Background: an optimization exercise with open tools, aiming at small area, a short achievable clock period and few clock cycles. Do not read the settings as production practice. Only simulation tests tie the RTL to the original design; equivalence was not proved. Power figures rest on the tool's default switching activity, not on a simulated workload.

lane 1:
Design spitfp_core, start of the top module:
module spitfp_core (
    input  wire       clk,
    input  wire       rst,         
    input  wire       in_valid,
    output wire       in_ready,
    input  wire [7:0] in_data,
    output wire       out_valid,
    input  wire       out_ready,
    output wire [7:0] out_data
);
    localparam [20:0] BAUD_MIN      = 21'd400000;
    localparam [20:0] BAUD_MAX      = 21'd2000000;
    localparam [20:0] BAUD_RESET    = 21'd1400000;
    localparam [20:0] DYN_MIN_RESET = 21'd400000;
    localparam [1:0] RX_SEEK = 2'd0;
    localparam [1:0] RX_ACC  = 2'd1;
    localparam [1:0] RX_FC   = 2'd2;
    localparam [1:0] TX_IDLE = 2'd0;
    localparam [1:0] TX_DATA = 2'd1;
    localparam [1:0] TX_ACK  = 2'd2;
    localparam [1:0] SM_SEEK  = 2'd0;
    localparam [1:0] SM_CAND  = 2'd1;
    localparam [1:0] SM_REDIR = 2'd3;
    function [31:0] sinc;
        input [31:0] x;
        sinc = (&x) ? x : x + 32'd1;
    endfunction
    function [7:0] rotl;
        input [7:0] x;
        rotl = {x[6:0], x[7]};
    endfunction
    function [7:0] rotr;
  ...
Settings: LEC_CHECK=0, CAP_MARGIN=20, CORE_MARGIN=2, CORE_UTILIZATION=40, CTS_BUF_LIST=sky130_fd_sc_hd__clkbuf_8, CTS_CLUSTER_SIZE=20, PLACE_DENSITY=0.6, SETUP_SLACK_MARGIN=5.0, SLEW_MARGIN=20; clock period 8.0 ns.
run.sh (not shown) runs the stock make flow with config.mk's settings and CLKGATE_MAP_FILE= SYNTH_SCRIPT=/design/flow/synth_recipe.tcl, a recipe that flattens the netlist after the stock synthesis.
Testbench counts of lane 1, summed over its fixed seeds: cycles 160,687.
### lane 1 -> lane 2
Settings: swapping 40 for 45 in CORE_UTILIZATION; swapping 20 for 16 in CTS_CLUSTER_SIZE; putting CTS_CLUSTER_DIAMETER at 50 where nothing was set; clearing CTS_BUF_LIST, which used to be sky130_fd_sc_hd__clkbuf_8.
## What came out
The synthesis-to-finish area growth number comes out higher for lane 2 vs lane 1. Run comparison: lane 1 highest metal layer used by the detailed router met4; lane 2 highest metal layer used by the detailed router met5. Changes observed in lane 2 relative to lane 1: wire length of the first global-routing pass moved up; number of antenna diodes moved up; portion of total power attributed to combinational logic moved down. Compared with lane 1, lane 2 shows multi-input gate area in the final layout that has gone up slightly. Comparing data arrival time of the critical path for lane 2 and lane 1, the bigger number came from lane 2.
For lane 3, these inputs were changed with respect to lane 2:
Settings: swapping 50 for 60 in CTS_CLUSTER_DIAMETER; swapping 0.6 for 0.65 in PLACE_DENSITY; swapping 16 for 20 in CTS_CLUSTER_SIZE; swapping 45 for 50 in CORE_UTILIZATION.
Findings:
On lane 3: sequential group share of total power is 3.8 points higher than what lane 2 gave.
The higher number of optimization iterations in the first detailed-route pass of lane 2 and lane 3 is in lane 2.
Lane 3: fraction of met2 tracks used by global routing 2.9 points above lane 2
Number of cells in the design after placement | lane 3 below lane 2
Diff lane 2 -> lane 3: total non-filler cell area in the finished layout lower, share of cell area taken by multi-input logic gates now larger, die area decreased 9.9%, sequential share of layout area now larger.
Inputs modified between lane 3 and lane 4:
Settings: CORE_UTILIZATION changed from 50 to 35; PLACE_DENSITY changed from 0.65 to 0.55.
Results
For number of fill cells in the layout, dividing the value from lane 3 by the value from lane 4 gives 0.60. Between lane 3 and lane 4, the flow reports clock-buffer cell count decreasing by a few percent. Diff lane 3 -> lane 4 | share of the final layout cell area in multi-input gates | decrease of 0.42 points. Compared with lane 3, lane 4 shows a higher final critical-path required period. As far as synthesized instance count goes, lane 4 and lane 3 are indistinguishable; the numbers are identical. Delta (lane 4 minus lane 3): post-detailed-placement half-perimeter wirelength shows an increase of 7.3 mm, total wirelength of the detailed-routed design shows an increase of 5.6%, area of the die shows an increase of about 40%, number of iterations in the first detailed-routing pass shows an increase of 1, net switching power shows an increase of 62 µW. Compared to lane 3, lane 4 has met3 track utilization from global routing 2.1 points lower. The worst setup path startpoint comes out r_oh[7] in one run and r_oh[15] in the other, namely in lane 3 and lane 4 respectively.

==> separate check: timing with driven ports <==
How much do the figures lean on ideal ports? The routed layouts below were timed once more, with nothing changed but the port constraints. Step 1: set_driving_cell puts a clkbuf_16 on clk and a buf_2 on each other input, an assumption about the parent block. Step 2 adds t to the input delays and takes it off the output delays; t is the mean of the earliest and latest rising clock arrival at the registers after step 1. Input paths then give back, and output paths get back, about the clock's delay inside the block. a / b / c = ideal ports / drivers / drivers and shift; a / b = the first two.
run | shift t [ns] | setup WS [ns] | worst setup path after step 2 | cell pins on the clock port's net
lane 1 | 1.073 | 4.786 / 4.706 / 4.010 | input to register | 1
lane 2 | 0.899 | 4.872 / 4.872 / 4.279 | input to register | 1
lane 3 | 0.843 | 4.863 / 4.863 / 4.387 | input to register | 1
lane 4 | 0.863 | 4.839 / 4.839 / 4.300 | input to register | 1
After both steps setup and hold are still met in every run listed. The setup slack of lane 1, which loses most, moves by -0.080 ns with the drivers and by -0.776 ns with both steps.
